This is an optimization exercise on Yosys and OpenROAD, whose aim is small area, a short achievable clock period and few clock cycles, not a production implementation.
Function was not checked in any run shown here: the RTL went through the layout flow alone.
No activity file was given, so power comes from the tool's default toggle rates.

## design/flow/constraint.sdc

```tcl
create_clock -name core_clock -period 8.0 [get_ports {clk}]
set_input_delay 1.6000 -clock core_clock [delete_from_list [all_inputs] [get_ports {clk}]]
set_output_delay 1.6000 -clock core_clock [all_outputs]
set_load 0.01 [all_outputs]
```

## design/flow/design.v

```verilog
module jk_uart #(
    parameter integer P    = 248,    
    parameter integer BUSY = 0,      
    parameter integer SW   = 5       
) (
    input  wire          clk,
    input  wire          clr,         
    input  wire          wr,          
    input  wire          fall,        
    input  wire          level,       
    input  wire [SW-1:0] o,           
    input  wire          stp,         
    input  wire          ev,          
    output wire          act,         
    output wire [9:0]    m_out,       
    output wire [9:0]    n_out,       
    output wire [9:0]    h_out,       
    output wire          ginf,        
    output reg           pb_valid,
    output wire [7:0]    pb_data
);
    localparam integer ARMN = P + P / 2 + 1;
    localparam integer HMAX = (BUSY == 2 ? ARMN : P) + (1 << SW);
    localparam integer NW   = $clog2((ARMN > HMAX ? ARMN : HMAX) + 1);
    reg  [3:0]    br;      
    reg  [NW-1:0] m;       
    reg  [7:0]    acc;     
    reg           pend;    
    reg  [NW-1:0] pr;      
    wire          last = br == 4'd1;
    wire          qd   = BUSY == 2 && pend;
    wire [NW-1:0] n    = m - o;                     
    wire [NW-1:0] g    = last ? pr : P[NW-1:0];     
    wire [NW-1:0] h    = n + g;
    assign act     = br != 4'd0;
    assign m_out   = m;
    assign n_out   = n;
    assign h_out   = h;
    assign ginf    = last && !qd;
    assign pb_data = acc;
    always @(posedge clk) begin
        pb_valid <= 1'b0;
        m <= n;
        if (clr) begin
            br   <= 4'd0;
            pend <= 1'b0;
        end else if (wr) begin
            if (fall) begin
                if (br == 4'd0 || (last && BUSY == 1)) begin
                    br <= 4'd9;
                    m  <= ARMN[NW-1:0];
                end else if (last && BUSY == 2 && !pend) begin
                    pend <= 1'b1;
                    pr   <= ARMN[NW-1:0] - n;
                end
            end
        end else if (stp && act && ev) begin
            m <= h;
            if (!last) begin
                acc <= {level, acc[7:1]};
                br  <= br - 1'b1;
            end else begin
                pb_valid <= 1'b1;
                if (qd) begin
                    pend <= 1'b0;
                    br   <= 4'd9;
                end else begin
                    br <= 4'd0;
                end
            end
        end
    end
endmodule
module jk_kbd #(
    parameter integer T_START     = 36,
    parameter integer T_ZERO      = 10,
    parameter integer T_ONE       = 22,
    parameter integer T_BYTEPAUSE = 50,
    parameter integer T_WORDPAUSE = 120,
    parameter integer SW          = 5
) (
    input  wire          clk,
    input  wire          clr,
    input  wire [17:0]   keylatch,    
    input  wire          setkey,      
    input  wire [17:0]   setkey_code,
    input  wire [SW-1:0] o,
    input  wire          stp,
    input  wire          ev,
    output wire          act,
    output wire [9:0]    m_out,
    output wire [9:0]    n_out,
    output wire [9:0]    h_out,
    output wire          ginf,
    output reg           stb_valid
);
    localparam [2:0] IDLE       = 3'd0,
                     START_WAIT = 3'd1,
                     BIT_WAIT   = 3'd2,
                     BYTE_PAUSE = 3'd3,
                     WORD_PAUSE = 3'd4;
    reg  [2:0]  phase;
    reg  [17:0] code;
    reg         widx;
    reg  [2:0]  bidx;
    reg  [7:0]  m;
    reg  [17:0] pend;
    wire [7:0]  word       = widx ? code[7:0] : code[15:8];
    wire [2:0]  nbidx      = bidx + 1'b1;
    wire        bit0       = word[7];
    wire        nbit       = word[3'd7 - nbidx];
    wire        poll_pend  = pend[17:16] != 2'd0;
    wire        poll_latch = keylatch[17:16] != 2'd0;
    wire        poll       = poll_pend || poll_latch;
    wire [17:0] poll_code  = poll_pend ? pend : keylatch;
    wire        idle       = phase == IDLE;
    wire        byte2      = code[17:16] == 2'd2 && !widx;
    reg  [7:0]  g;
    always @* begin
        case (phase)
            START_WAIT: g = bit0 ? T_ONE : T_ZERO;
            BIT_WAIT:   g = bidx != 3'd7 ? (nbit ? T_ONE : T_ZERO)
                          : byte2 ? T_BYTEPAUSE : T_WORDPAUSE;
            default:    g = T_START;
        endcase
    end
    wire [SW:0] o1 = {1'b0, o} + 1'b1;
    wire [7:0]  me = idle ? {{(7-SW){1'b0}}, o1} : m;    
    wire [7:0]  n  = idle ? 8'd1 : m - o;
    wire [7:0]  h  = n + g;
    assign act   = !idle || poll;
    assign m_out = {2'b00, me};
    assign n_out = {2'b00, n};
    assign h_out = {2'b00, h};
    assign ginf  = (idle || phase == WORD_PAUSE) && !poll;
    always @(posedge clk) begin
        stb_valid <= 1'b0;
        m <= n;
        if (clr) begin
            phase <= IDLE;
            pend  <= 18'd0;
        end else if (setkey) begin
            if (!idle && setkey_code[17:16] != 2'd0 && setkey_code != code && !poll_pend)
                pend <= setkey_code;
        end else if (stp && act && ev) begin
            m <= h;
            case (phase)
                START_WAIT: begin
                    stb_valid <= 1'b1;
                    phase     <= BIT_WAIT;
                    bidx      <= 3'd0;
                end
                BIT_WAIT: begin
                    stb_valid <= 1'b1;
                    bidx      <= nbidx;
                    if (bidx == 3'd7)
                        phase <= byte2 ? BYTE_PAUSE : WORD_PAUSE;
                end
                BYTE_PAUSE: begin
                    widx  <= 1'b1;
                    bidx  <= 3'd0;
                    phase <= START_WAIT;
                end
                default: begin    
                    if (poll) begin
                        code  <= poll_code;
                        widx  <= 1'b0;
                        bidx  <= 3'd0;
                        phase <= START_WAIT;
                        if (poll_pend)
                            pend <= 18'd0;
                    end else begin
                        phase <= IDLE;
                    end
                end
            endcase
        end
    end
endmodule
module jkbus_io (
    input  wire         clk,
    input  wire         rst,           
    input  wire         cmd_valid,
    output wire         cmd_ready,
    input  wire [31:0]  cmd,
    input  wire [7:0]   ext_rdata,     
    output reg          rsp_valid,     
    output reg  [7:0]   rsp_data,
    output reg          ext_valid,     
    output wire         ext_we,
    output wire [1:0]   ext_dev,
    output wire [15:0]  ext_port,
    output wire [7:0]   ext_data,
    output reg          xtick_valid,   
    output wire [27:0]  xtick_count,
    output reg          reset_ev,      
    output wire [3:0]   pb_valid,      
    output wire [31:0]  pb_data,
    output wire [127:0] pb_time,
    output wire         stb_valid,     
    output wire [31:0]  stb_time
);
    localparam [7:0] PORT_IDLE = 8'hFF;
    reg  [31:0] c;
    reg  [7:0]  cx;        
    reg         cv;        
    reg         st;        
    reg  [7:0]  cr0;
    reg         cr1_7, cr2_0, cr2_2;
    reg  [3:0]  cr3_52;    
    reg  [7:0]  inlatch;
    reg  [17:0] keylatch;
    reg  [31:0] tnow;
    wire [15:0] addr = c[23:8];
    wire [7:0]  dat  = c[7:0];
    wire [1:0]  k_len = c[25:24];
    wire [7:0]  k_w0  = c[15:8];
    wire [7:0]  k_w1  = c[7:0];
    wire is_ioread   = c[31:24] == 8'h20 && c[7:0] == 8'h00;
    wire is_iowrite  = c[31:24] == 8'h30;
    wire is_setkey   = c[31:26] == 6'b100000 && c[23:16] == 8'h00 && k_len != 2'd3
                       && !(k_len == 2'd0 && (k_w0 != 8'd0 || k_w1 != 8'd0))
                       && !(k_len == 2'd1 && k_w1 != 8'd0);
    wire is_setinput = c[31:8] == 24'h900000;
    wire is_reset    = c == 32'hF0000000;
    wire rt0 = addr[7:0] == 8'h04;
    wire rt1 = addr[7:3] == 5'b11100;
    wire rt2 = !addr[2];
    wire rt3 = addr == 16'h0085;
    wire rt4 = addr[7:1] == 7'b0100011;
    wire rt6 = addr[15:8] == 8'h12 && addr[3:0] == 4'hD;
    wire rt7 = addr[3:0] == 4'h5;
    wire w0 = rt0;
    wire w1 = rt1;
    wire w2 = !rt1 && rt2;
    wire w3 = rt3;
    wire w4 = rt4;
    wire w6 = rt6;
    wire r6 = rt6;
    wire r7 = !rt1 && rt7;
    wire rx = rt1 || rt2 || rt4;       
    wire wx = rx;
    wire do_wr  = cv && is_iowrite;
    wire do_rd  = cv && is_ioread;
    wire do_rst = cv && is_reset;
    wire clr    = rst || do_rst;
    wire wr0  = do_wr && w0;
    wire wr1  = do_wr && w3;
    wire wr2  = do_wr && w4;
    localparam integer SW   = 5;
    localparam [SW-1:0] SMAX = {SW{1'b1}};
    reg           rb;                  
    reg           rdy;                 
    reg  [SW-1:0] o;                   
    reg  [SW:0]   thr;
    wire [27:0]   rem = c[27:0];
    wire [SW-1:0] rlo = rem[SW-1:0];
    wire [27-SW:0] rhi = rem[27:SW];
    wire [SW-1:0] r   = rb ? SMAX : rlo;
    wire [4:0]  act, ginf;
    wire [9:0]  me0, me1, me2, me3, me4;
    wire [9:0]  n0, n1, n2, n3, n4;
    wire [9:0]  h0, h1, h2, h3, h4;
    wire [9:0]  mm [0:4];
    wire [9:0]  nn [0:4];
    wire [9:0]  hh [0:4];
    assign mm[0] = me0; assign mm[1] = me1; assign mm[2] = me2; assign mm[3] = me3; assign mm[4] = me4;
    assign nn[0] = n0; assign nn[1] = n1; assign nn[2] = n2; assign nn[3] = n3; assign nn[4] = n4;
    assign hh[0] = h0; assign hh[1] = h1; assign hh[2] = h2; assign hh[3] = h3; assign hh[4] = h4;
    function lt_f;
        input [SW:0] a, b;
        integer k, q;
        reg rr, t;
        begin
            rr = 1'b0;
            for (k = 0; k <= SW; k = k + 1) begin
                t = !a[k] && b[k];
                for (q = k + 1; q <= SW; q = q + 1)
                    t = t && !(a[q] && !b[q]);
                rr = rr || t;
            end
            lt_f = rr;
        end
    endfunction
    reg  [SW:0]   tpk [0:4];
    reg  [SW:0]   rmk [0:4];
    wire [SW:0]   tpr = {1'b0, tnow[SW-1:0]} + {1'b0, r};
    wire [SW:0]   rmr = {1'b0, rlo} - {1'b0, r};
    reg  [4:0]    mlo, hit, ev, eqr, hz;
    reg  [SW-1:0] s;
    reg  [SW:0]   t_sel, r_sel;
    integer i, j;
    always @* begin
        for (i = 0; i < 5; i = i + 1) begin
            mlo[i] = mm[i][9:SW+1] == 0;
            hit[i] = act[i] && mlo[i] && !lt_f(thr, mm[i][SW:0]);
            tpk[i] = {1'b0, tnow[SW-1:0]} + {1'b0, nn[i][SW-1:0]};
            rmk[i] = {1'b0, rlo} - {1'b0, nn[i][SW-1:0]};
            eqr[i] = nn[i][9:SW] == 0 && rmk[i] == 0;
            hz[i]  = ginf[i] || hh[i][9:SW] != 0 || lt_f({1'b0, rlo}, {1'b0, hh[i][SW-1:0]});
        end
        for (i = 0; i < 5; i = i + 1) begin
            ev[i] = hit[i];
            for (j = 0; j < 5; j = j + 1)
                if (j != i && act[j] && mlo[j] && lt_f(mm[j][SW:0], mm[i][SW:0])) ev[i] = 1'b0;
        end
        s     = hit == 5'd0 ? r   : {SW{1'b0}};
        t_sel = hit == 5'd0 ? tpr : {(SW+1){1'b0}};
        r_sel = hit == 5'd0 ? rmr : {(SW+1){1'b0}};
        for (i = 0; i < 5; i = i + 1) begin
            if (ev[i]) s     = s     | nn[i][SW-1:0];
            if (ev[i]) t_sel = t_sel | tpk[i];
            if (ev[i]) r_sel = r_sel | rmk[i];
        end
    end
    wire          any_hit = hit != 5'd0;
    wire [4:0]    evs     = st ? ev : 5'd0;
    wire           bor    = r_sel[SW];
    wire [27-SW:0] rhi_m1 = rhi - 1'b1;
    wire [27:0]    rem_n  = {bor ? rhi_m1 : rhi, r_sel[SW-1:0]};
    wire           rhi_ge2 = rhi[27-SW:1] != 0;
    wire           rhi_eq1 = rhi == 1;
    wire           rb_n   = rhi_ge2 || (rhi_eq1 && !bor);
    wire           fin    = !rb && (!any_hit || (ev & eqr) != 5'd0);
    wire [31-SW:0] thi    = tnow[31:SW];
    wire [31-SW:0] thi_p1 = thi + 1'b1;
    wire [31:0]    tnow_n = {t_sel[SW] ? thi_p1 : thi, t_sel[SW-1:0]};
    wire [SW:0]    s_smax = {1'b0, s} + {1'b0, SMAX};
    wire           rem_ge = rhi_ge2 || (rhi_eq1 && !lt_f({1'b0, rlo}, {1'b0, s}));    
    wire [SW:0]    thr_st = (rem_ge || rem[SW:0] > s_smax) ? s_smax : rem[SW:0];
    wire [SW-1:0]  o_n    = st ? s : {SW{1'b0}};
    wire [SW-1:0]  t_min  = cmd[27:SW] != 0 ? SMAX : cmd[SW-1:0];
    wire [SW:0]    thr_ac = {1'b0, o_n} + {1'b0, t_min};
    wire free_next = !rb && (hit & ~ev) == 5'd0 && (ev & ~hz) == 5'd0;
    assign cmd_ready = rdy;
    wire accept = cmd_valid && rdy;
    always @(posedge clk) begin
        rsp_valid   <= 1'b0;
        rsp_data    <= rx ? cx : rt0 ? cr0 : r6 ? {2'b00, cr3_52, 2'b00} : r7 ? inlatch : PORT_IDLE;
        ext_valid   <= 1'b0;
        xtick_valid <= 1'b0;
        reset_ev    <= 1'b0;
        if (accept) begin
            c  <= cmd;
            cx <= ext_rdata;
            rb <= cmd[27:SW] != 0;
        end else if (st) begin
            c[27:0] <= rem_n;
            rb      <= rb_n;
        end
        o   <= o_n;
        thr <= accept ? thr_ac : thr_st;
        if (rst) begin
            cv       <= 1'b0;
            st       <= 1'b0;
            rdy      <= 1'b1;
            cr0      <= 8'hFF;
            cr1_7    <= 1'b1;
            cr2_0    <= 1'b1;
            cr2_2    <= 1'b1;
            cr3_52   <= 4'd0;
            inlatch  <= 8'h00;
            keylatch <= 18'd0;
            tnow     <= 32'd0;
        end else begin
            cv <= accept && cmd[31:28] != 4'h4;
            if (accept)
                st <= cmd[31:28] == 4'h4 && cmd[27:0] != 28'd0;
            else if (st && fin)
                st <= 1'b0;
            if (accept)
                rdy <= 1'b0;
            else if (st)
                rdy <= fin || free_next;
            else
                rdy <= 1'b1;
            if (accept && cmd[31:28] == 4'h4)
                xtick_valid <= 1'b1;
            if (st)
                tnow <= tnow_n;
            if (do_wr) begin
                if (w0) cr0 <= dat;
                if (w3) cr1_7 <= dat[7];
                if (w4) begin cr2_0 <= dat[0]; cr2_2 <= dat[2]; end
                if (w6) cr3_52 <= dat[5:2];
                if (wx) ext_valid <= 1'b1;
            end
            if (do_rd) begin
                rsp_valid <= 1'b1;
                if (rx) ext_valid <= 1'b1;
            end
            if (cv && is_setkey)
                keylatch <= {k_len, k_w0, k_w1};
            if (cv && is_setinput)
                inlatch <= dat;
            if (do_rst) begin
                cr0      <= 8'hFF;
                cr1_7    <= 1'b1;
                cr2_0    <= 1'b1;
                cr2_2    <= 1'b1;
                cr3_52   <= 4'd0;
                reset_ev <= 1'b1;
            end
        end
    end
    assign xtick_count = c[27:0];
    assign ext_we      = c[28];
    assign ext_port    = addr;
    assign ext_data    = c[28] ? dat : cx;
    assign ext_dev     = rt1 ? 2'd1 : rt2 ? 2'd0 : 2'd2;
    assign pb_time     = {tnow, tnow, tnow, tnow};
    assign stb_time    = tnow;
    jk_uart #(.P(248), .BUSY(0), .SW(SW)) u_uart0 (
        .clk(clk), .clr(clr), .wr(wr0), .fall(cr0[1] && !dat[1]), .level(cr0[1]),
        .o(o), .stp(st), .ev(evs[0]), .act(act[0]), .m_out(me0), .n_out(n0), .h_out(h0), .ginf(ginf[0]),
        .pb_valid(pb_valid[0]), .pb_data(pb_data[7:0]));
    jk_uart #(.P(337), .BUSY(2), .SW(SW)) u_uart1 (
        .clk(clk), .clr(clr), .wr(wr1), .fall(cr1_7 && !dat[7]), .level(cr1_7),
        .o(o), .stp(st), .ev(evs[1]), .act(act[1]), .m_out(me1), .n_out(n1), .h_out(h1), .ginf(ginf[1]),
        .pb_valid(pb_valid[1]), .pb_data(pb_data[15:8]));
    jk_uart #(.P(29), .BUSY(1), .SW(SW)) u_uart2 (
        .clk(clk), .clr(clr), .wr(wr2), .fall(cr2_0 && !dat[0]), .level(cr2_0),
        .o(o), .stp(st), .ev(evs[2]), .act(act[2]), .m_out(me2), .n_out(n2), .h_out(h2), .ginf(ginf[2]),
        .pb_valid(pb_valid[2]), .pb_data(pb_data[23:16]));
    jk_uart #(.P(13), .BUSY(2), .SW(SW)) u_uart3 (
        .clk(clk), .clr(clr), .wr(wr2), .fall(cr2_2 && !dat[2]), .level(cr2_2),
        .o(o), .stp(st), .ev(evs[3]), .act(act[3]), .m_out(me3), .n_out(n3), .h_out(h3), .ginf(ginf[3]),
        .pb_valid(pb_valid[3]), .pb_data(pb_data[31:24]));
    jk_kbd #(.T_START(36), .T_ZERO(10), .T_ONE(22), .T_BYTEPAUSE(50), .T_WORDPAUSE(120), .SW(SW)) u_kbd (
        .clk(clk), .clr(clr), .keylatch(keylatch),
        .setkey(cv && is_setkey), .setkey_code({k_len, k_w0, k_w1}),
        .o(o), .stp(st), .ev(evs[4]), .act(act[4]), .m_out(me4), .n_out(n4), .h_out(h4), .ginf(ginf[4]),
        .stb_valid(stb_valid));
endmodule
```

## design/flow/standard.sh

```bash
#!/bin/bash
# synth_recipe.tcl (not shown) runs the flow's synth.tcl, then flattens the netlist and writes it again
# the make line also repeats each setting of config.mk as NAME=value (left out here)
make -C /OpenROAD-flow-scripts/flow DESIGN_CONFIG=/design/flow/config.mk WORK_HOME=/design/flow/orfs CLKGATE_MAP_FILE= SYNTH_SCRIPT=/design/flow/synth_recipe.tcl "${@:-finish}"
```

## design/flow/flow/run.sh

```bash
#!/bin/bash
# The standard layout (standard.sh runs ORFS from the standard synthesis to the
# final layout), with the smallest buffer, sky130_fd_sc_hd__buf_1, on each port.
export BUFFER_PORTS_ARGS="-buffer_cell sky130_fd_sc_hd__buf_1"
bash standard.sh > standard.log 2>&1
```

## design/flow/config.mk

```make
export PLATFORM = sky130hd
export DESIGN_NAME = jkbus_io
export DESIGN_NICKNAME = jkbus_io
export VERILOG_FILES = /design/flow/design.v
export SDC_FILE = /design/flow/constraint.sdc
export NUM_CORES = 4
export LEC_CHECK = 0
export CAP_MARGIN = 20
export CORE_MARGIN = 2
export CORE_UTILIZATION = 35
export PLACE_DENSITY = 0.6
export SETUP_SLACK_MARGIN = 4.5
export SLEW_MARGIN = 20
```

==> results of run 1 <==
==> power groups by stage <==
| stage | Sequential (uW) | Clock, uW | Combinational (uW) |
|---|---|---|---|
| 3_5_place_dp | 2050 | 0 | 2700 |
| 2_1_floorplan | 1810 | 0 | 2070 |
| 6_report | 2020 | 1920 | 3540 |
| 5_1_grt | 2030 | 2020 | 3790 |
| 4_1_cts | 2000 | 1960 | 3190 |
| 3_3_place_gp | 2040 | 0 | 2660 |
==> registers in the layout, indices dropped and copies added (netlist names), 8 cells and up <==
| signal | cells |
|---|---|
| c | 32 |
| tnow | 32 |
| keylatch | 18 |
| u_kbd.code | 18 |
| u_kbd.pend | 18 |
| u_uart1.m | 10 |
| u_uart1.pr | 10 |
| u_uart0.m | 9 |
| cr0 | 8 |
| cx | 8 |
| inlatch | 8 |
| rsp_data | 8 |
| u_kbd.m | 8 |
| u_uart0.acc | 8 |
| u_uart1.acc | 8 |
| u_uart2.acc | 8 |
| u_uart3.acc | 8 |
==> metal layers <==
metal,track usage,part of all wire
met1,0.324,0.41
met2,0.409,0.46
met3,0.0469,0.077
met4,0.113,0.049
met5,0,0.00045
==> layout by cell type (no fill, tap or decap), types with 18 or more instances in the layout <==
cell type and n:
sky130_fd_sc_hd__mux2i_1 19, sky130_fd_sc_hd__ha_1 124, sky130_fd_sc_hd__o211ai_1 21, sky130_fd_sc_hd__buf_4 172, sky130_fd_sc_hd__clkbuf_16 41, sky130_fd_sc_hd__edfxtp_1 111
sky130_fd_sc_hd__nor3_1 46, sky130_fd_sc_hd__a22oi_2 27, sky130_fd_sc_hd__inv_1 102, sky130_fd_sc_hd__a21o_1 62, sky130_fd_sc_hd__a21oi_2 27, sky130_fd_sc_hd__xnor2_1 93
sky130_fd_sc_hd__nor2b_1 47, sky130_fd_sc_hd__xor2_1 43, sky130_fd_sc_hd__o21bai_1 21, sky130_fd_sc_hd__dfxtp_1 141, sky130_fd_sc_hd__nand4_1 23, sky130_fd_sc_hd__nand3_1 30
sky130_fd_sc_hd__mux2_2 27, sky130_fd_sc_hd__dfxtp_2 26, sky130_fd_sc_hd__nand2b_1 43, sky130_fd_sc_hd__buf_1 306, sky130_fd_sc_hd__buf_6 38, sky130_fd_sc_hd__or3_1 29
sky130_fd_sc_hd__nand2_1 172, sky130_fd_sc_hd__maj3_1 18, sky130_fd_sc_hd__a21oi_1 114, sky130_fd_sc_hd__o21ai_0 82, sky130_fd_sc_hd__nor4_1 18, sky130_fd_sc_hd__nor2_1 190
==> kinds of logic after synthesis <==
kind of cell / count (synthesis) / synth area share
xor gates and xnor gates: 164 / 0.0666
AOI/OAI and AO/OA: 594 / 0.184
buffers and inverters: 418 / 0.105
adders and majority gates: 190 / 0.114
DFF: 293 / 0.323
and+or+nand+nor: 784 / 0.178
muxes: 54 / 0.0296
==> worst paths after layout <==
kind	slack [ns]	startpoint	to
worst max register to register	2.99	u_uart0.br[1]$_SDFFE_PP0P_	thr[2]$_DFF_P_
worst max-delay path	2.99	u_uart0.br[1]$_SDFFE_PP0P_	thr[2]$_DFF_P_
worst min register to register	0.45	u_uart2.acc[4]$_DFFE_PP_	u_uart2.acc[3]$_DFFE_PP_
worst min-delay path	0.45	u_uart2.acc[4]$_DFFE_PP_	u_uart2.acc[3]$_DFFE_PP_
==> repair_timing <==
item / 4_1_cts / 5_1_grt
buffers inserted: 144 / 59
endpoints found under the setup margin: 235 / 229
pin swaps: 95 / 135
endpoints found under the hold margin: 0 / 0
cloned: 11 / 3
resized for setup: 298 / 205
==> worst reg2reg max path: stages, from the launching register on <==
cell and delay [ns]:
sky130_fd_sc_hd__dfxtp_2 0.32, sky130_fd_sc_hd__inv_1 0.06, sky130_fd_sc_hd__ha_1 0.18, sky130_fd_sc_hd__and2_4 0.16
sky130_fd_sc_hd__or4_4 0.47, sky130_fd_sc_hd__a211o_1 0.33, sky130_fd_sc_hd__nand4b_1 0.21, sky130_fd_sc_hd__a2111oi_4 0.08
sky130_fd_sc_hd__buf_6 0.16, sky130_fd_sc_hd__buf_4 0.14, sky130_fd_sc_hd__a222oi_1 0.60, sky130_fd_sc_hd__o2111a_2 0.43
sky130_fd_sc_hd__xor2_2 0.20, sky130_fd_sc_hd__ha_1 0.27, sky130_fd_sc_hd__o21a_1 0.12, sky130_fd_sc_hd__o21ai_2 0.11
sky130_fd_sc_hd__nand2b_1 0.08, sky130_fd_sc_hd__a21oi_2 0.20, sky130_fd_sc_hd__o21ai_4 0.09, sky130_fd_sc_hd__buf_12 0.18
sky130_fd_sc_hd__or3_4 0.38, sky130_fd_sc_hd__a31oi_4 0.16
==> metrics by stage <==
stage	util	cell area (sq um)	power [uW]	hold WS (ns)
2_1_floorplan	-	22000	3890	0.422
3_3_place_gp	0.367	22500	4700	0.430
3_5_place_dp	0.367	22500	4740	0.432
4_1_cts	0.433	26600	7150	0.450
5_1_grt	0.457	28000	7840	0.464
6_report	0.457	28000	7490	0.447
==> area by class of cell <==
class                   instances  area, sq um  area share
multi-input cells            1793        14600       0.522
flip-flops and latches        293         7070       0.252
repair buffers                545         3450       0.123
well taps                     790          988      0.0352
clock buffers                  43          970      0.0346
inverters                     131          532      0.0190
clock inverters                25          410      0.0146
diodes                          1         2.50   0.0000892
==> summary.txt, run 1 <==
Run status
  • Result of the run: complete, no violations

Job
  • Max-cap viol count: 0

Floorplanning
  • Starting utilization of the core area: 0.352
  • Top-Level Pins: 308
  • Die Outline Area: 0.0637 sq mm
  • Die Height: 252 um
  • Floorplan row count: 91
  • Die W: 252 um
  • Area of the core region: 0.0614 sq mm

Finish
  • Fillers: 5831
  • Non-filler instance count after layout: 3621
  • Layout Area Growth over Synthesis: 30.0%
  • Share of final-layout standard cells stronger than drive strength 1: 0.261
  • Layout net count: 3005

Setup path
  • Number of buffers and inverters on the critical path: 4
  • Crit. path cell count: 21
  • Cell chain of the critical path: inv_1 -> ha_1 -> and2_4 -> or4_4 -> a211o_1 -> nand4b_1 -> a2111oi_4 -> buf_6 -> buf_4 -> a222oi_1 -> o2111a_2 -> xor2_2 -> ha_1 -> o21a_1 -> o21ai_2 -> nand2b_1 -> a21oi_2 -> o21ai_4 -> buf_12 -> or3_4 -> a31oi_4
  • Cell family with the largest share of critical-path delay: compound AO/OA/AOI/OAI gates
  • Most numerous cell on the critical path: sky130_fd_sc_hd__ha_1
  • Top fanout value on the critical path: 8
  • Critical Path Sink Type: flip-flop
  • Slowest cell on the critical path: sky130_fd_sc_hd__a222oi_1
  • Critical path startpoint category: flip-flop
  • Maximum single-stage delay on the critical path: 0.60 ns
  • Cell depth of the worst flop-to-flop path: 21
  • Setup CP Type: flip-flop to flip-flop
  • Data required time at the worst endpoint: 8.48 ns
  • Worst path arrival time: 5.50 ns

Drt
  • Post-detailed-routing wire length: 83700 um
  • Number of search-and-repair iterations in the first detailed-routing pass: 7
  • Vias/cell: 5.75
  • Number of DRC markers in iteration 0: 1694
  • Number of design rule violations left after detail routing: 0
  • Post-detailed-route wirelength per cell: 23.1 um
  • Vias after detailed routing: 20826
  • Routed Antenna Nets: 0

Synthesis
  • Library cells used by synthesis: 92
  • Total standard cell area after synthesis: 0.0216 sq mm
  • Part of the Yosys area used for sequential elements: 0.323
  • Fraction of registers with async set/reset: 0
  • Number of enable flip-flop cells after synthesis: 111
  • Count of synthesis-stage warnings from yosys: 8
  • Synth Area per Inst: 8.64 sq um
  • Share of the synthesized area in the top cell type: 0.169
  • Most numerous cell types in the synthesized netlist: 218 x sky130_fd_sc_hd__nor2_1, 193 x sky130_fd_sc_hd__nand2_1, 182 x sky130_fd_sc_hd__dfxtp_1
  • Biggest area contributors in the synthesized netlist: sky130_fd_sc_hd__dfxtp_1 17%, sky130_fd_sc_hd__edfxtp_1 15%, sky130_fd_sc_hd__ha_1 8.2%
  • Count leader, synth: sky130_fd_sc_hd__nor2_1
  • Cell count after synthesis: 2497
  • Post-Syn Nets: 2701
  • Dominant register cell in the synthesized netlist: sky130_fd_sc_hd__dfxtp_1
  • Cell taking the most area after synthesis: sky130_fd_sc_hd__dfxtp_1
  • FF+latch count, synth: 293

Power
  • Net switching power: 3100 uW
  • Total leakage power: 0.0106 uW
  • Ratio of total power to cell area: 267 mW/mm^2
  • Portion of total power attributed to sequential cells: 0.270
  • Design internal power: 4390 uW
  • Switching power share of the total: 0.414
  • Power share of the combinational group: 0.473
  • Max VDD drop: 171 uV
  • Clock share of power: 0.257

STA
  • Unrepaired setup endpoints after global routing: yes
  • Final cycle utilization of the critical path: 0.627
  • Slew at the pin closest to its max-slew limit: 0.949 ns
  • Final setup slack of the worst path: 2.99 ns
  • Count of final setup violators: 0
  • Clock period minus worst slack: 5.01 ns
  • Highest attainable clock frequency: 199 MHz
  • Number of hold violations in the final report: 0
  • Max-slew violation total from the final report: 0
  • Headroom to the max-slew limit: 0.367
  • Setup TNS: 0 ns
  • Clk_skew: 0.0319 ns

Place
  • Half-perimeter wire length of the detailed placement result: 58100 um
  • Count of buffers from port buffering: 307
  • Number of placed instances with taps included: 3335
  • Routability Congestion: 0.954
  • Worst slack, placed: 1.73 ns

Clocking
  • Root Driver: sky130_fd_sc_hd__clkbuf_16
  • Clock edge transition at the registers on the reported setup and hold paths: 0.06 ns
  • Clock Path Buffers: 3
  • CTS tree: done
  • CTS hold repair buffers: 0
  • Clock H-tree levels: 2
  • Cts bufs inserted: 37
  • Later-pin clock latency in the skew report: 0.58 ns
  • Clk sinks: 293

Global routing
  • Antenna violations before repair: 4
  • GRT Resource Usage Total: 0.251
  • Total gr overflow: 0
  • Maximum number of pins on one net before global-route repair: 68
  • First-pass GRT wire length: 123000 um
  • Number of global-route vias before repair: 20226

Hold path
  • Class of the tightest hold or removal check: flip-flop to flip-flop
  • Hold path depth: 0
==> run 2: changes to the inputs <==
--- a/design/flow/config.mk
+++ b/design/flow/config.mk
@@ -11,3 +11,3 @@
 export PLACE_DENSITY = 0.6
-export SETUP_SLACK_MARGIN = 4.5
+export SETUP_SLACK_MARGIN = 4.0
 export SLEW_MARGIN = 20
==> summary.txt, run 2 <==
Run status
  • Result of the run: complete, no violations (unchanged)

Setup path
  • Data required time at the worst endpoint: 8.46 ns (was 8.48 ns)
  • Maximum single-stage delay on the critical path: 0.51 ns (was 0.60 ns)
  • Critical path startpoint category: flip-flop (unchanged)
  • Critical Path Sink Type: flip-flop (unchanged)
  • Top fanout value on the critical path: 9 (was 8)
  • Worst path arrival time: 5.54 ns (was 5.50 ns)
  • Cell family with the largest share of critical-path delay: compound AO/OA/AOI/OAI gates (unchanged)
  • Cell chain of the critical path: nor2b_1 -> a211oi_1 -> o31ai_1 -> maj3_1 -> a221oi_1 -> nand3_2 -> nor2_1 -> a2111oi_4 -> buf_4 -> buf_4 -> inv_1 -> ha_1 -> maj3_1 -> nor4_4 -> o41ai_4 -> a31oi_4 -> or3_1 -> a31oi_1 (was inv_1 -> ha_1 -> and2_4 -> or4_4 -> a211o_1 -> nand4b_1 -> a2111oi_4 -> buf_6 -> buf_4 -> a222oi_1 -> o2111a_2 -> xor2_2 -> ha_1 -> o21a_1 -> o21ai_2 -> nand2b_1 -> a21oi_2 -> o21ai_4 -> buf_12 -> or3_4 -> a31oi_4)
  • Number of buffers and inverters on the critical path: 3 (was 4)
  • Setup CP Type: flip-flop to flip-flop (unchanged)
  • Slowest cell on the critical path: sky130_fd_sc_hd__dfxtp_1 (was sky130_fd_sc_hd__a222oi_1)

Synthesis
  • Synth Area per Inst: 8.64 sq um (unchanged)
  • Dominant register cell in the synthesized netlist: sky130_fd_sc_hd__dfxtp_1 (unchanged)
  • Count leader, synth: sky130_fd_sc_hd__nor2_1 (unchanged)
  • Synthesized-area fraction occupied by and/or/nand/nor cells: 0.178 (unchanged)
  • Cell taking the most area after synthesis: sky130_fd_sc_hd__dfxtp_1 (unchanged)
  • Fraction of registers with async set/reset: 0 (unchanged)
  • Library cells used by synthesis: 92 (unchanged)
  • Biggest area contributors in the synthesized netlist: sky130_fd_sc_hd__dfxtp_1 17%, sky130_fd_sc_hd__edfxtp_1 15%, sky130_fd_sc_hd__ha_1 8.2% (unchanged)
  • Cell count after synthesis: 2497 (unchanged)
  • FF+latch count, synth: 293 (unchanged)
  • Count of synthesis-stage warnings from yosys: 8 (unchanged)
  • Most numerous cell types in the synthesized netlist: 218 x sky130_fd_sc_hd__nor2_1, 193 x sky130_fd_sc_hd__nand2_1, 182 x sky130_fd_sc_hd__dfxtp_1 (unchanged)
  • Combinational family with the most area after synthesis: compound AO/OA/AOI/OAI gates (unchanged)
  • Post-synthesis mux area share: 0.0296 (unchanged)
  • Number of enable flip-flop cells after synthesis: 111 (unchanged)
  • Adder-cell share of the synthesized area: 0.114 (unchanged)
  • Share of the synthesized area in the top cell type: 0.169 (unchanged)
  • Post-Syn Nets: 2701 (unchanged)
  • Part of the Yosys area used for sequential elements: 0.323 (unchanged)
  • Total standard cell area after synthesis: 0.0216 sq mm (unchanged)
  • Fraction of the mapped netlist area in compound gates: 0.184 (unchanged)
  • Synthesized-area fraction occupied by xor and xnor cells: 0.0666 (unchanged)

Global routing
  • Maximum number of pins on one net before global-route repair: 67 (was 68)
  • Total gr overflow: 0 (unchanged)
  • Number of global-route vias before repair: 19262 (was 20226)
  • Antenna violations before repair: 1 (was 4)
  • GRT Resource Usage Total: 0.240 (was 0.251)
  • First-pass GRT wire length: 118000 um (was 123000 um)

Clocking
  • Clk sinks: 293 (unchanged)
  • Later-pin clock latency in the skew report: 0.57 ns (was 0.58 ns)
  • Clock Path Buffers: 3 (unchanged)
  • Clock H-tree levels: 2 (unchanged)
  • CTS tree: done (unchanged)
  • Cts bufs inserted: 36 (was 37)
  • Root Driver: sky130_fd_sc_hd__clkbuf_16 (unchanged)
  • Clock edge transition at the registers on the reported setup and hold paths: 0.06 ns (about the same)

Floorplanning
  • Starting utilization of the core area: 0.352 (unchanged)
  • Area of the core region: 0.0614 sq mm (unchanged)
  • Floorplan row count: 91 (unchanged)
  • Die Outline Area: 0.0637 sq mm (unchanged)
  • Die W: 252 um (unchanged)
  • Die Height: 252 um (unchanged)
  • Top-Level Pins: 308 (unchanged)

Finish
  • Share of final-layout standard cells stronger than drive strength 1: 0.176 (was 0.261)
  • Fillers: 6025 (was 5831)
  • Most common cell after layout, fill and taps aside: sky130_fd_sc_hd__buf_1 (unchanged)
  • Leading cell types in the layout, fill and taps excluded: 306 x sky130_fd_sc_hd__buf_1, 203 x sky130_fd_sc_hd__nor2_1, 189 x sky130_fd_sc_hd__nand2_1 (was 306 x sky130_fd_sc_hd__buf_1, 190 x sky130_fd_sc_hd__nor2_1, 172 x sky130_fd_sc_hd__nand2_1, 172 x sky130_fd_sc_hd__buf_4, 141 x sky130_fd_sc_hd__dfxtp_1)
  • Largest regs: c x32, tnow x32 (unchanged)
  • Number of antenna diodes: 0 (was 1)
  • Layout net count: 2921 (was 3005)
  • Layout Area Growth over Synthesis: 19.3% (was 30.0%)
  • Core utilization of the finished layout: 0.420 (was 0.457)

Power
  • Net switching power: 2840 uW (was 3100 uW)
  • Total leakage power: 0.00971 uW (was 0.0106 uW)
  • Clock share of power: 0.239 (was 0.257)
  • Max VDD drop: 166 uV (was 171 uV)
  • Ratio of total power to cell area: 262 mW/mm^2 (was 267 mW/mm^2)
  • Power share of the combinational group: 0.460 (was 0.473)
  • Portion of total power attributed to sequential cells: 0.301 (was 0.270)
  • Design internal power: 3900 uW (was 4390 uW)
  • Switching power share of the total: 0.421 (was 0.414)

Drt
  • Post-detailed-routing wire length: 79800 um (was 83700 um)
  • Vias after detailed routing: 19993 (was 20826)
  • Routed Antenna Nets: 0 (unchanged)
  • Post-detailed-route wirelength per cell: 22.6 um (was 23.1 um)
  • Number of DRC markers in iteration 0: 1754 (was 1694)
  • Number of design rule violations left after detail routing: 0 (unchanged)
  • Vias/cell: 5.66 (was 5.75)
  • Number of search-and-repair iterations in the first detailed-routing pass: 6 (was 7)

STA
  • Final cycle utilization of the critical path: 0.634 (was 0.627)
  • Clk_skew: 0.0205 ns (was 0.0319 ns)
  • Number of hold violations in the final report: 0 (unchanged)
  • Setup TNS: 0 ns (unchanged)
  • Unrepaired setup endpoints after global routing: yes (unchanged)
  • Max-slew violation total from the final report: 0 (unchanged)
  • Highest attainable clock frequency: 197 MHz (was 199 MHz)
  • Tightest hold margin: 0.441 ns (was 0.447 ns)
  • Count of final setup violators: 0 (unchanged)
  • Slew at the pin closest to its max-slew limit: 1.03 ns (was 0.949 ns)
  • Headroom to the max-slew limit: 0.310 (was 0.367)
  • Clock period minus worst slack: 5.07 ns (was 5.01 ns)

Place
  • Routability Congestion: 0.986 (was 0.954)
  • Half-perimeter wire length of the detailed placement result: 57900 um (was 58100 um)
  • Count of buffers from port buffering: 307 (unchanged)

Job
  • Max-cap viol count: 0 (unchanged)

Hold path
  • Class of the tightest hold or removal check: flip-flop to flip-flop (unchanged)
[run 2: final cells by class]
type,count,area (sq um),area share
Inverter,131,515,0.0200
Sequential cell,293,7040,0.273
Timing Repair Buffer,466,2550,0.0992
Clock buffer,46,952,0.0370
Multi-Input combinational cell,1789,13500,0.525
Tap cell,790,988,0.0384
Clock inverter,19,189,0.00734
[run 2: path summary, 6_finish.rpt]
path	start	to	slack, ns	cells after the start
worst min-delay path	u_uart0.acc[2]$_DFFE_PP_	u_uart0.acc[1]$_DFFE_PP_	0.44	0
worst min register to register	u_uart0.acc[2]$_DFFE_PP_	u_uart0.acc[1]$_DFFE_PP_	0.44	0
worst max-delay path	u_uart0.m[2]$_DFF_P_	thr[3]$_DFF_P_	2.93	18
worst max register to register	u_uart0.m[2]$_DFF_P_	thr[3]$_DFF_P_	2.93	18
[run 2: power groups by stage]
stage	Combinational (uW)	Clock, uW	Sequential [uW]
floorplan	2030	0	1810
finish	3100	1610	2030
global placement	2580	0	2030
global route	3350	1700	2030
CTS	2750	1650	2010
detailed placement	2630	0	2030
[run 2: routing by layer]
metal / routed length (um) / share of wire / global-route usage / vias up
li1: - / - / - / 9196
met4: 3260 / 0.041 / 0.101 / 0
met1: 33900 / 0.42 / 0.319 / 9796
met5: 0 / 0 / 0 / -
met2: 37300 / 0.47 / 0.389 / 822
met3: 5350 / 0.067 / 0.0365 / 179
[run 2: kinds of logic after synthesis]
| kind of cell | after synthesis |
|---|---|
| fa+ha+maj | 190 |
| buf+inv | 418 |
| mux | 54 |
| xor+xnor | 164 |
| simple gates | 784 |
| flops | 293 |
| compound gates | 594 |
[run 2: per-stage QoR]
step	cells	instance area, sq um	power [uW]	setup WS [ns]
CTS	3471	24600	6400	2.88
finish	3534	25700	6740	2.93
floorplan	2497	21800	3850	3.30
global placement	3339	22300	4610	1.72
detailed placement	3339	22300	4660	1.61
global route	3534	25700	7080	2.82
[run 2: repair_timing]
item / CTS / global route
cloned: 2 / 2
buffers inserted: 65 / 61
setup endpoints to repair: 205 / 162
resized for setup: 129 / 137
hold buffers: 0 / 0
pin swaps: 50 / 51
==> run 3: changes to the inputs <==
--- a/design/flow/design.v
+++ b/design/flow/design.v
@@ -254,3 +254,4 @@
     reg  [SW-1:0] o;                   
-    reg  [SW:0]   thr;
+    reg  [SW:0]   remo;
+    wire [SW:0]   o_smax = {1'b0, o} + {1'b0, SMAX};
     wire [27:0]   rem = c[27:0];
@@ -295,3 +296,3 @@
             mlo[i] = mm[i][9:SW+1] == 0;
-            hit[i] = act[i] && mlo[i] && !lt_f(thr, mm[i][SW:0]);
+            hit[i] = act[i] && mlo[i] && !lt_f(remo, mm[i][SW:0]) && !lt_f(o_smax, mm[i][SW:0]);
             tpk[i] = {1'b0, tnow[SW-1:0]} + {1'b0, nn[i][SW-1:0]};
@@ -327,8 +328,7 @@
     wire [31:0]    tnow_n = {t_sel[SW] ? thi_p1 : thi, t_sel[SW-1:0]};
-    wire [SW:0]    s_smax = {1'b0, s} + {1'b0, SMAX};
-    wire           rem_ge = rhi_ge2 || (rhi_eq1 && !lt_f({1'b0, rlo}, {1'b0, s}));    
-    wire [SW:0]    thr_st = (rem_ge || rem[SW:0] > s_smax) ? s_smax : rem[SW:0];
     wire [SW-1:0]  o_n    = st ? s : {SW{1'b0}};
-    wire [SW-1:0]  t_min  = cmd[27:SW] != 0 ? SMAX : cmd[SW-1:0];
-    wire [SW:0]    thr_ac = {1'b0, o_n} + {1'b0, t_min};
+    wire [SW:0]    rem_st = rem[27:SW+1] != 0 ? {(SW+1){1'b1}} : rem[SW:0];
+    wire [SW:0]    t_sat  = cmd[27:SW+1] != 0 ? {(SW+1){1'b1}} : cmd[SW:0];
+    wire [SW+1:0]  t_o    = {1'b0, t_sat} + {2'b00, o_n};
+    wire [SW:0]    rem_ac = t_o[SW+1] ? {(SW+1){1'b1}} : t_o[SW:0];
     wire free_next = !rb && (hit & ~ev) == 5'd0 && (ev & ~hz) == 5'd0;
@@ -351,3 +351,3 @@
         o   <= o_n;
-        thr <= accept ? thr_ac : thr_st;
+        remo <= accept ? rem_ac : rem_st;
         if (rst) begin
==> summary.txt, run 3 <==
Global routing
  • Total gr overflow: 0 (unchanged)
  • GRT Resource Usage Total: 0.242 (was 0.240)
  • First-pass GRT wire length: 124000 um (was 118000 um)
  • Maximum number of pins on one net before global-route repair: 66 (was 67)
  • Antenna violations before repair: 3 (was 1)
  • Number of global-route vias before repair: 20228 (was 19262)

STA
  • Max-slew violation total from the final report: 0 (unchanged)
  • Number of hold violations in the final report: 0 (unchanged)
  • Clock period minus worst slack: 4.46 ns (was 5.07 ns)
  • Slew at the pin closest to its max-slew limit: 0.972 ns (was 1.03 ns)
  • Highest attainable clock frequency: 224 MHz (was 197 MHz)
  • Setup TNS: 0 ns (unchanged)
  • Final cycle utilization of the critical path: 0.557 (was 0.634)
  • Tightest hold margin: 0.448 ns (was 0.441 ns)
  • Headroom to the max-slew limit: 0.347 (was 0.310)
  • Clk_skew: 0.0258 ns (was 0.0205 ns)
  • Count of final setup violators: 0 (unchanged)
  • Unrepaired setup endpoints after global routing: yes (unchanged)

Place
  • Half-perimeter wire length of the detailed placement result: 57700 um (was 57900 um)
  • Count of buffers from port buffering: 307 (unchanged)
  • Routability Congestion: 0.990 (was 0.986)

Power
  • Design internal power: 4400 uW (was 3900 uW)
  • Ratio of total power to cell area: 278 mW/mm^2 (was 262 mW/mm^2)
  • Power share of the combinational group: 0.469 (was 0.460)
  • Portion of total power attributed to sequential cells: 0.274 (was 0.301)
  • Clock share of power: 0.257 (was 0.239)
  • Max VDD drop: 184 uV (was 166 uV)
  • Net switching power: 3100 uW (was 2840 uW)
  • Total leakage power: 0.0102 uW (was 0.00971 uW)
  • Switching power share of the total: 0.413 (was 0.421)

Synthesis
  • Library cells used by synthesis: 110 (was 92)
  • Share of the synthesized area in the top cell type: 0.164 (was 0.169)
  • Fraction of registers with async set/reset: 0 (unchanged)
  • Part of the Yosys area used for sequential elements: 0.315 (was 0.323)
  • FF+latch count, synth: 293 (unchanged)
  • Most numerous cell types in the synthesized netlist: 193 x sky130_fd_sc_hd__nand2_1, 188 x sky130_fd_sc_hd__nor2_1, 182 x sky130_fd_sc_hd__buf_4, 182 x sky130_fd_sc_hd__dfxtp_1, 145 x sky130_fd_sc_hd__a21oi_1 (was 218 x sky130_fd_sc_hd__nor2_1, 193 x sky130_fd_sc_hd__nand2_1, 182 x sky130_fd_sc_hd__dfxtp_1)
  • Cell taking the most area after synthesis: sky130_fd_sc_hd__dfxtp_1 (unchanged)
  • Cell count after synthesis: 2527 (was 2497)
  • Dominant register cell in the synthesized netlist: sky130_fd_sc_hd__dfxtp_1 (unchanged)
  • Post-Syn Nets: 2728 (was 2701)
  • Count leader, synth: sky130_fd_sc_hd__nand2_1 (was sky130_fd_sc_hd__nor2_1)
  • Number of enable flip-flop cells after synthesis: 111 (unchanged)
  • Biggest area contributors in the synthesized netlist: sky130_fd_sc_hd__dfxtp_1 16%, sky130_fd_sc_hd__edfxtp_1 15%, sky130_fd_sc_hd__ha_1 7.8% (was sky130_fd_sc_hd__dfxtp_1 17%, sky130_fd_sc_hd__edfxtp_1 15%, sky130_fd_sc_hd__ha_1 8.2%)
  • Synth Area per Inst: 8.78 sq um (was 8.64 sq um)
  • Total standard cell area after synthesis: 0.0222 sq mm (was 0.0216 sq mm)
  • Count of synthesis-stage warnings from yosys: 8 (unchanged)

Clocking
  • Clk sinks: 293 (unchanged)
  • Root Driver: sky130_fd_sc_hd__clkbuf_16 (unchanged)
  • Clock Path Buffers: 3 (unchanged)
  • Clock edge transition at the registers on the reported setup and hold paths: 0.06 ns (about the same)
  • Cts bufs inserted: 39 (was 36)
  • CTS tree: done (unchanged)
  • Later-pin clock latency in the skew report: 0.59 ns (was 0.57 ns)
  • Clock H-tree levels: 2 (unchanged)

Run status
  • Result of the run: complete, no violations (unchanged)

Job
  • Max-cap viol count: 0 (unchanged)

Hold path
  • Class of the tightest hold or removal check: flip-flop to flip-flop (unchanged)

Finish
  • Fillers: 6209 (was 6025)
  • Core utilization of the finished layout: 0.429 (was 0.420)
  • Number of antenna diodes: 0 (unchanged)
  • Largest regs: c x32, tnow x32 (unchanged)
  • Most common cell after layout, fill and taps aside: sky130_fd_sc_hd__buf_1 (unchanged)
  • Layout Area Growth over Synthesis: 21.5% (was 19.3%)
  • Area of the multi-input gates: 0.0142 sq mm (was 0.0135 sq mm)
  • Storage element area: 0.00704 sq mm (about the same)
  • Share of final-layout standard cells stronger than drive strength 1: 0.202 (was 0.176)
  • Leading cell types in the layout, fill and taps excluded: 306 x sky130_fd_sc_hd__buf_1, 185 x sky130_fd_sc_hd__nand2_1, 181 x sky130_fd_sc_hd__nor2_1 (was 306 x sky130_fd_sc_hd__buf_1, 203 x sky130_fd_sc_hd__nor2_1, 189 x sky130_fd_sc_hd__nand2_1)
  • Layout net count: 2957 (was 2921)

Drt
  • Vias/cell: 5.71 (was 5.66)
  • Vias after detailed routing: 20761 (was 19993)
  • Post-detailed-routing wire length: 82100 um (was 79800 um)
  • Number of DRC markers in iteration 0: 1895 (was 1754)
  • Number of search-and-repair iterations in the first detailed-routing pass: 5 (was 6)
  • Post-detailed-route wirelength per cell: 22.6 um (about the same)
  • Routed Antenna Nets: 0 (unchanged)
  • Number of design rule violations left after detail routing: 0 (unchanged)

Floorplanning
  • Floorplan row count: 92 (was 91)
  • Top-Level Pins: 308 (unchanged)
  • Die Height: 256 um (was 252 um)
  • Starting utilization of the core area: 0.353 (was 0.352)
  • Die Outline Area: 0.0654 sq mm (was 0.0637 sq mm)
  • Area of the core region: 0.0629 sq mm (was 0.0614 sq mm)
  • Die W: 256 um (was 252 um)

Setup path
  • Critical Path Sink Type: flip-flop (unchanged)
  • Slowest cell on the critical path: sky130_fd_sc_hd__or4b_4 (was sky130_fd_sc_hd__dfxtp_1)
  • Worst R2R Setup Slack: 3.54 ns (was 2.93 ns)
  • Data required time at the worst endpoint: 8.48 ns (was 8.46 ns)
  • Number of buffers and inverters on the critical path: 5 (was 3)
  • Cell family with the largest share of critical-path delay: compound AO/OA/AOI/OAI gates (unchanged)
  • Setup CP Type: flip-flop to flip-flop (unchanged)
  • Worst path arrival time: 4.93 ns (was 5.54 ns)
  • Critical path startpoint category: flip-flop (unchanged)
  • Maximum single-stage delay on the critical path: 0.55 ns (was 0.51 ns)
  • Cell chain of the critical path: clkinvlp_4 -> ha_4 -> or4b_4 -> a21oi_4 -> o211ai_1 -> a2111oi_2 -> a211oi_1 -> nand4_1 -> buf_6 -> nor2_4 -> buf_6 -> buf_4 -> a22oi_2 -> a31oi_4 -> ha_4 -> a21oi_2 -> o21bai_2 -> a21oi_2 -> o21ai_2 -> buf_4 -> o22a_1 (was nor2b_1 -> a211oi_1 -> o31ai_1 -> maj3_1 -> a221oi_1 -> nand3_2 -> nor2_1 -> a2111oi_4 -> buf_4 -> buf_4 -> inv_1 -> ha_1 -> maj3_1 -> nor4_4 -> o41ai_4 -> a31oi_4 -> or3_1 -> a31oi_1)
  • Top fanout value on the critical path: 5 (was 9)
run 3: cell count changes after synthesis, sizes merged, moves of 14 or more:
| cell | change |
|---|---|
| nor2 | -28 |
| inv | +15 |
| or3 | -19 |
| buf | +18 |
| o31ai | +25 |
| or4 | +20 |
| a21o | -20 |
| a22oi | -14 |
| o21ai | +14 |
run 3: path summary, 6_finish.rpt:
kind                                               start                        to  cells past startpoint
worst max-delay path                        o[1]$_DFF_P_           remo[0]$_DFF_P_                     21
worst min-delay path            u_uart3.acc[5]$_DFFE_PP_  u_uart3.acc[4]$_DFFE_PP_                      0
worst max register to register              o[1]$_DFF_P_           remo[0]$_DFF_P_                     21
worst min register to register  u_uart3.acc[5]$_DFFE_PP_  u_uart3.acc[4]$_DFFE_PP_                      0
run 3: final cells by class:
type,count,area share
Inverter,143,0.0214
Clock inverter,23,0.0121
Sequential cell,293,0.261
Multi-Input combinational cell,1802,0.525
Timing Repair Buffer,477,0.101
Clock buffer,49,0.0399
Tap cell,846,0.0393
run 3: repair_timing:
action                                  CTS  global route
pin swaps                               108            65
gates cloned                             10             2
buffers inserted                        105            30
hold buffers                              0             0
resized for setup                       241            82
endpoints found under the setup margin  199           142
run 3: cells by family (layout without fill, tap and decap cells):
| logic type | Yosys count | in the layout | synth area share |
|---|---|---|---|
| adders and majority gates | 186 | 186 | 0.109 |
| AOI/OAI and AO/OA | 634 | 634 | 0.199 |
| muxes | 66 | 66 | 0.0338 |
| DFF | 293 | 293 | 0.315 |
| xor gates and xnor gates | 145 | 146 | 0.0579 |
| and+or+nand+nor | 765 | 770 | 0.178 |
| buffers and inverters | 438 | 692 | 0.108 |
run 3: stage by stage:
| step | std cells | area (sq um) | setup WS (ns) | total power (uW) |
|---|---|---|---|---|
| 3_3_place_gp | 3414 | 22800 | 2.50 | 4600 |
| 6_report | 3633 | 27000 | 3.54 | 7500 |
| 5_1_grt | 3633 | 27000 | 3.39 | 7860 |
| 2_1_floorplan | 2527 | 22300 | 3.44 | 3840 |
| 3_5_place_dp | 3414 | 22800 | 2.29 | 4670 |
| 4_1_cts | 3601 | 26300 | 3.64 | 7170 |
run 3: power by group through the flow:
stage	Clock, uW	Combinational [uW]	Sequential, uW
5_1_grt	2020	3780	2060
3_5_place_dp	0	2640	2040
6_report	1930	3520	2050
3_3_place_gp	0	2570	2030
4_1_cts	1960	3180	2020
2_1_floorplan	0	2030	1810
run 3: metal layers:
layer  share of wire  track usage  vias up
li1                -            -     9482
met1            0.41        0.307    10051
met2            0.45        0.388      966
met3           0.080       0.0480      256
met4           0.053        0.126        6
met5         0.00049            0        -

## static timing again, ports no longer ideal
The results above use ideal ports. As a check the final layouts listed here were re-extracted and re-timed, cells and wires unchanged.
Step 1, drivers: a clkbuf_16 drives clk and a buf_2 each remaining input, both assumed.
Step 2 adds t to the input delays and takes it off the output delays; t is the mean of the earliest and latest rising clock arrival at the registers after step 1. Input paths then give back, and output paths get back, about the clock's delay inside the block.
a / b / c = no drivers / after step 1 / after step 2; a / b = the first two.
run	shift t [ns]	setup slack, ns	worst hold slack (ns)	worst setup path after step 2
run 1	0.619	2.985 / 2.985 / 2.985	0.447 / 0.447 / 0.447	register to register
run 2	0.614	2.925 / 2.925 / 2.925	0.441 / 0.441 / 0.441	register to register
run 3	0.643	3.544 / 3.544 / 3.313	0.448 / 0.448 / 0.448	input to register
After both steps setup and hold are still met in every run listed. The setup slack of run 3, which loses most, moves by 0.000 ns with the drivers and by -0.231 ns with both steps.
